Source: an optimization exercise on an open RTL-to-GDS flow (aim: small area, a short achievable clock period and few clock cycles). Production flows keep margins and buffers that such runs may drop. Where RTL was checked, it was by simulation tests only, not by an equivalence proof against the original. Power figures rest on the tool's default switching activity, not on a simulated workload.

job 9367:
==> flow/design.v (excerpt) <==
module h1_codec (
    input  wire        clk,
    input  wire        rst,
    input  wire        cmd_valid,
    output wire        cmd_ready,
    input  wire [3:0]  cmd_code,
    input  wire        cmd_is_server,
    input  wire [2:0]  cmd_n,
    input  wire [15:0] cmd_len,
    input  wire [31:0] cmd_a,
    input  wire [31:0] cmd_b,
    input  wire        din_valid,
    output wire        din_ready,
    input  wire [31:0] din_data,
    output wire        rsp_valid,
    input  wire        rsp_ready,
    output wire [2:0]  rsp_status,
    output wire [31:0] rsp_data,
    output wire [31:0] rsp_data2,
    output wire [4:0]  rsp_info
);
    localparam [3:0] C_CFG_LOAD = 4'h1, C_CFG_READ = 4'h2, C_SEQ_DIST = 4'h5,
                     C_CRC_COMPUTE = 4'h6, C_CRC_VERIFY = 4'h7;
    localparam [2:0] ST_OK = 3'd0, ST_TRUNCATED = 3'd2, ST_INVALID = 3'd6,
                     ST_ILLEGAL = 3'd7;
    reg        cfg_vld;
    reg        cfg_srv;
    reg [31:0] cfg_proto;
    reg [31:0] cfg_seed;
    reg [2:0]  cfg_len;
    reg        s_idle, s_data, s_exec, s_exec2, s_resp, s_pend;
    reg        op_crc, op_ver, op_seq, op_load, op_read;
    reg [2:0]  nreg;         
    reg        drain;        
    reg [2:0]  err;
    reg [31:0] crc_n;
    reg [31:0] dreg;         
    reg        dvalid;       
    reg        dfull, dseed;
    reg [1:0]  dlane;        
    reg [15:0] rem_proc;     
    reg        ok_r;
  ...
Size: roughly 1200 cells after synthesis, roughly 190 flip-flops, ~13000 um^2 of cells after synthesis.
export LEC_CHECK = 0
export ABC_CLOCK_PERIOD_IN_PS = 2000
export CAP_MARGIN = 5
export CORE_MARGIN = 2
export CORE_UTILIZATION = 40
export PLACE_DENSITY = 0.6
export SETUP_SLACK_MARGIN = 2.6
export SLEW_MARGIN = 5
create_clock -name core_clock -period 5.0 [get_ports {clk}]
standard.sh (not shown) runs the stock make flow with config.mk's settings and CLKGATE_MAP_FILE= SYNTH_SCRIPT=/design/flow/synth_recipe.tcl, a recipe that flattens the netlist after the stock synthesis.
==> flow/flow/run.sh <==
#!/bin/bash
# Layout flow: the standard flow (standard.sh: ORFS synthesis to the
# final layout, unchanged), with the I/O port buffers that global placement
# inserts made from sky130_fd_sc_hd__buf_1 instead of the resizer's default
# pick. Every port still gets its own buffer. The full output of the ORFS
# run goes to flow_standard.log in this folder; each tool's own log is kept
# by ORFS under orfs/logs/.
set -euo pipefail
export BUFFER_PORTS_ARGS="-buffer_cell sky130_fd_sc_hd__buf_1"
bash standard.sh > flow_standard.log 2>&1
Testbench counts of job 9367, summed over its fixed seeds: cycles 77,486.
Relative to job 9367, the following input files were edited for job 1278:
--- a/flow/config.mk
+++ b/flow/config.mk
@@ -8,3 +8,3 @@
 export ABC_CLOCK_PERIOD_IN_PS = 2000
-export CAP_MARGIN = 5
+export CAP_MARGIN = 20
 export CORE_MARGIN = 2
@@ -12,3 +12,4 @@
 export PLACE_DENSITY = 0.6
-export SETUP_SLACK_MARGIN = 2.6
-export SLEW_MARGIN = 5
+export SETUP_SLACK_MARGIN = 2.75
+export SLEW_MARGIN = 20
+export TNS_END_PERCENT = 10
--- outcome ---
Job 1278 vs. job 9367: final cycle utilization of the critical path grew by 1.3 points, clock power about even.
Row worst-case headroom to the max-slew limit: job 1278 lower / job 9367 higher
Job 1278 vs. job 9367: design area went up, combinational power went up.
Changes in job 4763 relative to job 1278:
--- a/flow/config.mk
+++ b/flow/config.mk
@@ -12,4 +12,3 @@
 export PLACE_DENSITY = 0.6
-export SETUP_SLACK_MARGIN = 2.75
+export SETUP_SLACK_MARGIN = 2.6
 export SLEW_MARGIN = 20
-export TNS_END_PERCENT = 10
Results
In job 4763 the largest net degree at the start of global routing turned out 36 higher than in job 1278.
Job 4763 vs job 1278: slack of the critical path up in job 4763
Job 4763 has routed wire length below what job 1278 had.
Comparing job 1278 and job 4763, proportion of power drawn by combinational gates is lower on job 4763.
Compared to job 1278, job 4763 has non-clock buffer count 43 lower.
Relative to job 1278, the number of buffers added for setup after CTS of job 4763 is lower by 32.
Inputs modified between job 4763 and job 7322:
--- a/flow/config.mk
+++ b/flow/config.mk
@@ -14 +14,2 @@
 export SLEW_MARGIN = 20
+export TNS_END_PERCENT = 10
## What came out
Against job 4763, job 7322 reports a final critical path time including I/O delays and setup that is higher. Final standard cell area without fillers delta for job 7322 relative to job 4763: 460 um^2 lower. Between job 4763 and job 7322, the flow reports global placement routability congestion decreasing by a little under 10%. Cmp job 7322 vs job 4763: switching portion of total power lower in job 7322. ~same sequential power in job 4763 and job 7322. Changes observed in job 7322 relative to job 4763: via count of the routed design dropped 283; first-pass GRT wire length decreased about 1.6%.
### job 7322 -> job 7999
==> flow/flow/run.sh <==
#!/bin/bash
# Layout flow: the standard flow (standard.sh: ORFS synthesis to the
# final layout, unchanged), with the I/O port buffers that global placement
# inserts made from sky130_fd_sc_hd__buf_2 instead of the resizer's default
# pick. Every port still gets its own buffer. The full output of the ORFS
# run goes to flow_standard.log in this folder; each tool's own log is kept
# by ORFS under orfs/logs/.
set -euo pipefail
export BUFFER_PORTS_ARGS="-buffer_cell sky130_fd_sc_hd__buf_2"
bash standard.sh > flow_standard.log 2>&1
--- a/flow/config.mk
+++ b/flow/config.mk
@@ -14,2 +14 @@
 export SLEW_MARGIN = 20
-export TNS_END_PERCENT = 10
Results
- Relative to job 7322, the final cell area reported for job 7999 is higher.
- Job 7322 vs job 7999, worst-path cell with the longest stage delay: sky130_fd_sc_hd__and3_2 vs sky130_fd_sc_hd__a222oi_1
- From job 7322 to job 7999 the numbers moved as follows: wire length reported by the detailed router now sits higher; clock buffer and inverter area fraction after layout now sits lower.

========
h1_codec, a different RTL version from the one above (not shown whole).
Size: about 1,300 cells after synthesis, roughly 190 flip-flops, roughly 13,000 um2 of cells after synthesis.
==> flow/config.mk <==
export PLATFORM = sky130hd
export DESIGN_NAME = h1_codec
export DESIGN_NICKNAME = h1_codec
export VERILOG_FILES = /design/flow/design.v
export SDC_FILE = /design/flow/constraint.sdc
export NUM_CORES = 4
export LEC_CHECK = 0
export ABC_CLOCK_PERIOD_IN_PS = 2000
export CAP_MARGIN = 20
export CORE_MARGIN = 2
export CORE_UTILIZATION = 40
export PLACE_DENSITY = 0.6
export SETUP_SLACK_MARGIN = 2.65
export SLEW_MARGIN = 20
==> flow/constraint.sdc <==
create_clock -name core_clock -period 5.0 [get_ports {clk}]
set_input_delay 1.0000 -clock core_clock [delete_from_list [all_inputs] [get_ports {clk}]]
set_output_delay 1.0000 -clock core_clock [all_outputs]
set_load 0.01 [all_outputs]
==> flow/flow/run.sh <==
#!/bin/bash
# Layout flow: the standard flow (standard.sh: ORFS synthesis to the
# final layout, unchanged), with the I/O port buffers that global placement
# inserts made from sky130_fd_sc_hd__buf_1 instead of the resizer's default
# pick. Every port still gets its own buffer. The full output of the ORFS
# run goes to flow_standard.log in this folder; each tool's own log is kept
# by ORFS under orfs/logs/.
set -euo pipefail
export BUFFER_PORTS_ARGS="-buffer_cell sky130_fd_sc_hd__buf_1"
bash standard.sh > flow_standard.log 2>&1
Testbench counts at the start, summed over its fixed seeds: cycles 77,486.
Next try:
SETUP_SLACK_MARGIN = 2.55   (was 2.65)
Result: Final area came out lower by 2.7%. Utilization goes down by 1.4 points. Count of clock-buffer cells in the layout decreases by 5. Clock skew falls by 0.0051 ns.

========
Setup of P:
h1_codec, a different RTL version from the one above (not shown whole).
Size in the first run: ~1200 cells after synthesis, roughly 200 I/O pins, about 13000 µm² of cells after synthesis.
==> flow/config.mk <==
export PLATFORM = sky130hd
export DESIGN_NAME = h1_codec
export DESIGN_NICKNAME = h1_codec
export VERILOG_FILES = /design/flow/design.v
export SDC_FILE = /design/flow/constraint.sdc
export NUM_CORES = 4
export LEC_CHECK = 0
export ABC_CLOCK_PERIOD_IN_PS = 2000
export CAP_MARGIN = 20
export CORE_MARGIN = 2
export CORE_UTILIZATION = 40
export PLACE_DENSITY = 0.6
export SETUP_SLACK_MARGIN = 2.45
export SLEW_MARGIN = 20
==> flow/constraint.sdc <==
create_clock -name core_clock -period 5.0 [get_ports {clk}]
set_input_delay 1.0000 -clock core_clock [delete_from_list [all_inputs] [get_ports {clk}]]
set_output_delay 1.0000 -clock core_clock [all_outputs]
set_load 0.01 [all_outputs]
==> flow/flow/run.sh <==
#!/bin/bash
# Layout flow: the standard flow (standard.sh: ORFS synthesis to the
# final layout, unchanged), with the I/O port buffers that global placement
# inserts made from sky130_fd_sc_hd__buf_2 instead of the resizer's default
# pick. Every port still gets its own buffer. The full output of the ORFS
# run goes to flow_standard.log in this folder; each tool's own log is kept
# by ORFS under orfs/logs/.
set -euo pipefail
export BUFFER_PORTS_ARGS="-buffer_cell sky130_fd_sc_hd__buf_2"
bash standard.sh > flow_standard.log 2>&1
Testbench counts of P, summed over its fixed seeds: cycles 77,486.
Input-level comparison between Q and P:
Settings: swapping 2.45 for 2.6 in SETUP_SLACK_MARGIN.
- P went all the way through the flow, and no timing, DRC or antenna check failed.
- The final layout from Q, which completed every stage, passed the timing, design-rule and antenna checks at the end of the flow.
- P has higher post-route clock period utilization than Q.
- Measured against each other, P and Q differ in clock-pin transition on the worst setup and hold timing paths, the higher figure coming from Q.
- Per the comparison of Q with P, number of CTS-inserted buffers level, total wire length after detailed routing up about 3.3%, timing-limited maximum frequency rose by about 6.4%.
- P and Q ended up with roughly the same proportion of cell area spent on the clock network.
- Compared with P, Q shows a higher setup slack at placement.

========
Setup of trial 77:
h1_codec with an RTL version that a note above also has.
Size in the first run: about 1300 cells after synthesis, ~190 flip-flops, ~200 I/O pins, ~13000 µm² of cells after synthesis.
==> flow/config.mk <==
export PLATFORM = sky130hd
export DESIGN_NAME = h1_codec
export DESIGN_NICKNAME = h1_codec
export VERILOG_FILES = /design/flow/design.v
export SDC_FILE = /design/flow/constraint.sdc
export NUM_CORES = 4
export LEC_CHECK = 0
export ABC_CLOCK_PERIOD_IN_PS = 2000
export CAP_MARGIN = 20
export CORE_MARGIN = 2
export CORE_UTILIZATION = 40
export PLACE_DENSITY = 0.6
export SETUP_SLACK_MARGIN = 2.6
export SLEW_MARGIN = 20
export TNS_END_PERCENT = 10
==> flow/constraint.sdc <==
create_clock -name core_clock -period 5.0 [get_ports {clk}]
set_input_delay 1.0000 -clock core_clock [delete_from_list [all_inputs] [get_ports {clk}]]
set_output_delay 1.0000 -clock core_clock [all_outputs]
set_load 0.01 [all_outputs]
==> flow/flow/run.sh <==
#!/bin/bash
# Layout flow: the standard flow (standard.sh: ORFS synthesis to the
# final layout, unchanged), with the I/O port buffers that global placement
# inserts made from sky130_fd_sc_hd__buf_1 instead of the resizer's default
# pick. Every port still gets its own buffer. The full output of the ORFS
# run goes to flow_standard.log in this folder; each tool's own log is kept
# by ORFS under orfs/logs/.
set -euo pipefail
export BUFFER_PORTS_ARGS="-buffer_cell sky130_fd_sc_hd__buf_1"
bash standard.sh > flow_standard.log 2>&1
Testbench counts of trial 77, summed over its fixed seeds: cycles 77,486.
Input changes introduced in build 22 (baseline for comparison: trial 77):
Settings: TNS_END_PERCENT no longer set, was 10.
--- outcome ---
Cell area after layout, trial 77 and build 22: higher on build 22. Of trial 77 and build 22, the lower total of clock buffers placed in the layout belongs to build 22. | met3 routing resource usage after global routing | lower: build 22 |. Diff trial 77 -> build 22: non-clock buffer count now larger, global placer's final weighted congestion now smaller, number of flip-flops and latches comparable. Looking at core utilization, build 22 sits above trial 77. Multi-input combinational cell count essentially unchanged between build 22 and trial 77. Build 22 reports its launching instance or port of the critical path as crc_n[5]$_DFF_P_ while trial 77 reports crc_n[6]$_DFF_P_.

========
## exp/zinc
h1_codec, a different RTL version from the one above (not shown whole).
Size in the first run: about 190 flip-flops, roughly 200 I/O pins, about 13000 sq um of cells after synthesis.
export LEC_CHECK = 0
export ABC_CLOCK_PERIOD_IN_PS = 1500
export CAP_MARGIN = 20
export CORE_MARGIN = 2
export CORE_UTILIZATION = 40
export PLACE_DENSITY = 0.6
export SETUP_SLACK_MARGIN = 2.6
export SLEW_MARGIN = 20
create_clock -name core_clock -period 5.0 [get_ports {clk}]
==> flow/flow/run.sh <==
#!/bin/bash
# Layout flow: the standard flow (standard.sh: ORFS synthesis to the
# final layout, unchanged), with the I/O port buffers that global placement
# inserts made from sky130_fd_sc_hd__buf_2 instead of the resizer's default
# pick. Every port still gets its own buffer. The full output of the ORFS
# run goes to flow_standard.log in this folder; each tool's own log is kept
# by ORFS under orfs/logs/.
set -euo pipefail
export BUFFER_PORTS_ARGS="-buffer_cell sky130_fd_sc_hd__buf_2"
bash standard.sh > flow_standard.log 2>&1
What exp/lagoon does differently from exp/zinc at the input level:
Settings: ABC_CLOCK_PERIOD_IN_PS now 2000, was 1500; SETUP_SLACK_MARGIN now 2.9, was 2.6.
- Comparing exp/lagoon and exp/zinc, the higher data arrival at the endpoint of the critical path is on exp/lagoon.
- The total length of routed wires in exp/lagoon sits 15% above the value recorded for exp/zinc.
- exp/lagoon vs. exp/zinc: power went up by about 13%.
- Going from exp/zinc to exp/lagoon, clock skew went up by 10 ps, cell count went up by 60, final critical-path share of the clock period went up by 3.8 points.
Changes in exp/fjord relative to exp/lagoon:
Settings: swapping 2.9 for 2.6 in SETUP_SLACK_MARGIN.
Findings:
- Against exp/lagoon, exp/fjord reports a number of gates resized after CTS that is lower.
- When exp/fjord is measured against exp/lagoon, its number of cell instances on the worst register-to-register path turns out 2 higher.
- exp/fjord: total met2 wirelength after detailed routing is 3.1 mm lower than what exp/lagoon reported.
- The run showing the greater final design utilization is exp/lagoon.
- As of exp/fjord, power had fallen by more than 10% compared to exp/lagoon.
- exp/fjord against exp/lagoon: design area dropped 8.5%, number of antenna violations at the first check in global routing dropped 2.
- exp/fjord improves on exp/lagoon in wire length.
- Comparing exp/lagoon and exp/fjord, combinational share of power is lower on exp/fjord.
- In the reports for exp/lagoon and exp/fjord, the larger met1 global-route usage belongs to exp/lagoon.
Function was not checked in any run of this note: the RTL went through the layout flow alone.

========
red:
h1_codec with an RTL version that a note above also has.
Size: about 190 flip-flops, ~13,000 µm² of cells after synthesis.
Design h1_codec, start of the top module:
module h1_codec (
    input  wire        clk,
    input  wire        rst,
    input  wire        cmd_valid,
    output wire        cmd_ready,
    input  wire [3:0]  cmd_code,
    input  wire        cmd_is_server,
    input  wire [2:0]  cmd_n,
    input  wire [15:0] cmd_len,
    input  wire [31:0] cmd_a,
    input  wire [31:0] cmd_b,
    input  wire        din_valid,
    output wire        din_ready,
    input  wire [31:0] din_data,
    output wire        rsp_valid,
    input  wire        rsp_ready,
    output wire [2:0]  rsp_status,
    output wire [31:0] rsp_data,
    output wire [31:0] rsp_data2,
    output wire [4:0]  rsp_info
);
    localparam [3:0] C_CFG_LOAD = 4'h1, C_CFG_READ = 4'h2, C_SEQ_DIST = 4'h5,
                     C_CRC_COMPUTE = 4'h6, C_CRC_VERIFY = 4'h7;
    localparam [2:0] ST_OK = 3'd0, ST_TRUNCATED = 3'd2, ST_INVALID = 3'd6,
                     ST_ILLEGAL = 3'd7;
    reg        cfg_vld;
    reg        cfg_srv;
    reg [31:0] cfg_proto;
    reg [31:0] cfg_seed;
    reg [2:0]  cfg_len;
    reg        s_idle, s_data, s_exec, s_exec2, s_resp, s_pend;
    reg        op_crc, op_ver, op_seq, op_load, op_read;
    reg [2:0]  nreg;         
    reg        drain;        
    reg [2:0]  err;
    reg [31:0] crc_n;
    reg [31:0] dreg;         
    reg        dvalid;       
    reg        dfull, dseed;
    reg [1:0]  dlane;        
    reg [15:0] rem_proc;     
    reg        ok_r;
    reg        c_full;       
    reg        c_byte;       
    reg        c_trl;        
    reg        d_last;       
    reg        seq_neg, seq_eq, seq_bo;
    reg [1:0]  trl_idx;      
    reg        rsp_valid_r, cmd_ready_r, din_ready_r;
    reg [2:0]  rsp_status_r;
    reg [4:0]  rsp_info_r;
  ...
Settings: LEC_CHECK=0, ABC_CLOCK_PERIOD_IN_PS=2000, CAP_MARGIN=20, CORE_MARGIN=2, CORE_UTILIZATION=40, PLACE_DENSITY=0.6, SETUP_SLACK_MARGIN=2.7, SLEW_MARGIN=20; clock period 5.0 ns.
==> flow/flow/run.sh <==
#!/bin/bash
# Layout flow: the standard flow (standard.sh: ORFS synthesis to the
# final layout, unchanged), with the I/O port buffers that global placement
# inserts made from sky130_fd_sc_hd__buf_1 instead of the resizer's default
# pick. Every port still gets its own buffer. The full output of the ORFS
# run goes to flow_standard.log in this folder; each tool's own log is kept
# by ORFS under orfs/logs/.
set -euo pipefail
export BUFFER_PORTS_ARGS="-buffer_cell sky130_fd_sc_hd__buf_1"
bash standard.sh > flow_standard.log 2>&1
Testbench counts of red, summed over its fixed seeds: cycles 77,486.
Inputs modified between red and blue:
--- a/flow/config.mk
+++ b/flow/config.mk
@@ -10,5 +10,5 @@
 export CORE_MARGIN = 2
-export CORE_UTILIZATION = 40
-export PLACE_DENSITY = 0.6
-export SETUP_SLACK_MARGIN = 2.7
+export CORE_UTILIZATION = 55
+export PLACE_DENSITY = 0.7
+export SETUP_SLACK_MARGIN = 2.6
 export SLEW_MARGIN = 20
--- outcome ---
- blue -> red: number of flops mapped to enable cells by yosys delta 0, exact match
- [blue] combinational fraction of design power fell 2.6 points relative to red
- blue against red: design area now sits lower; total of fill cells in the finished design fell by 1,126.
- Going from red to blue, worst-margin pin slew now sits lower, final critical path time including I/O delays and setup +0.075 ns, switching power lower.
## Diff of input files: green against blue
--- a/flow/config.mk
+++ b/flow/config.mk
@@ -10,4 +10,6 @@
 export CORE_MARGIN = 2
-export CORE_UTILIZATION = 55
-export PLACE_DENSITY = 0.7
+export CORE_UTILIZATION = 40
+export CTS_CLUSTER_DIAMETER = 120
+export CTS_CLUSTER_SIZE = 40
+export PLACE_DENSITY = 0.6
 export SETUP_SLACK_MARGIN = 2.6
Results
Compared with blue, in green routability-driven placement congestion ratio moved up; end-of-flow core utilization shrank by 19 points.
Taking green over blue, the total core area ratio works out to 1.4.
Compared with blue, the detailed router inserted fewer vias in green.
Looking at relative area change from synthesis to final layout across green and blue, the one that comes out higher is green.

==> separate check: timing with driven ports <==
No port has a modelled driver above. Below, the same layouts with a new extraction and two added sets of constraints. Step 1 (the two cells are an assumption about what drives the block):
set clk [get_ports {clk}]
set_driving_cell -lib_cell sky130_fd_sc_hd__clkbuf_16 $clk
set_driving_cell -lib_cell sky130_fd_sc_hd__buf_2 [delete_from_list [all_inputs] $clk]
Step 2, shift: input delay + t, output delay - t, t = (earliest + latest rising clock arrival at the registers) / 2. This alone moves slack from input paths to output paths. Three values: no drivers, after step 1, after step 2; two values: the first two.
run	t, ns	setup WS [ns]	hold slack, ns	worst setup path at the end
job 9367	0.516	2.538 / 2.480 / 2.203	0.492 / 0.492 / 0.492	input to register
job 1278	0.502	2.475 / 2.475 / 2.078	0.478 / 0.478 / 0.478	input to register
job 4763	0.494	2.595 / 2.588 / 2.242	0.484 / 0.484 / 0.484	input to register
job 7322	0.505	2.514 / 2.522 / 2.031	0.468 / 0.468 / 0.468	input to register
job 7999	0.506	2.491 / 2.491 / 2.158	0.468 / 0.468 / 0.468	input to register
the first run of note 2	0.494	2.624 / 2.610 / 2.265	0.474 / 0.474 / 0.474	input to register
the second run of note 2	0.498	2.490 / 2.490 / 2.108	0.484 / 0.484 / 0.484	input to register
P	0.486	2.349 / 2.349 / 2.072	0.487 / 0.487 / 0.487	input to register
Q	0.504	2.508 / 2.508 / 2.153	0.491 / 0.491 / 0.491	input to register
trial 77	0.508	2.491 / 2.491 / 2.080	0.473 / 0.473 / 0.473	input to register
build 22	0.496	2.581 / 2.581 / 2.203	0.476 / 0.476 / 0.476	input to register
exp/zinc	0.499	2.429 / 2.429 / 2.136	0.476 / 0.476 / 0.476	input to register
exp/lagoon	0.510	2.239 / 2.239 / 2.056	0.477 / 0.477 / 0.477	input to register
exp/fjord	0.499	2.429 / 2.429 / 2.136	0.476 / 0.476 / 0.476	input to register
red	0.499	2.602 / 2.602 / 2.199	0.478 / 0.478 / 0.478	input to register
blue	0.493	2.527 / 2.527 / 2.233	0.473 / 0.473 / 0.473	input to register
green	0.494	2.595 / 2.588 / 2.242	0.484 / 0.484 / 0.484	input to register
After both steps setup and hold are still met in every run listed. The setup slack of job 7322, which loses most, moves by +0.008 ns with the drivers and by -0.483 ns with both steps.
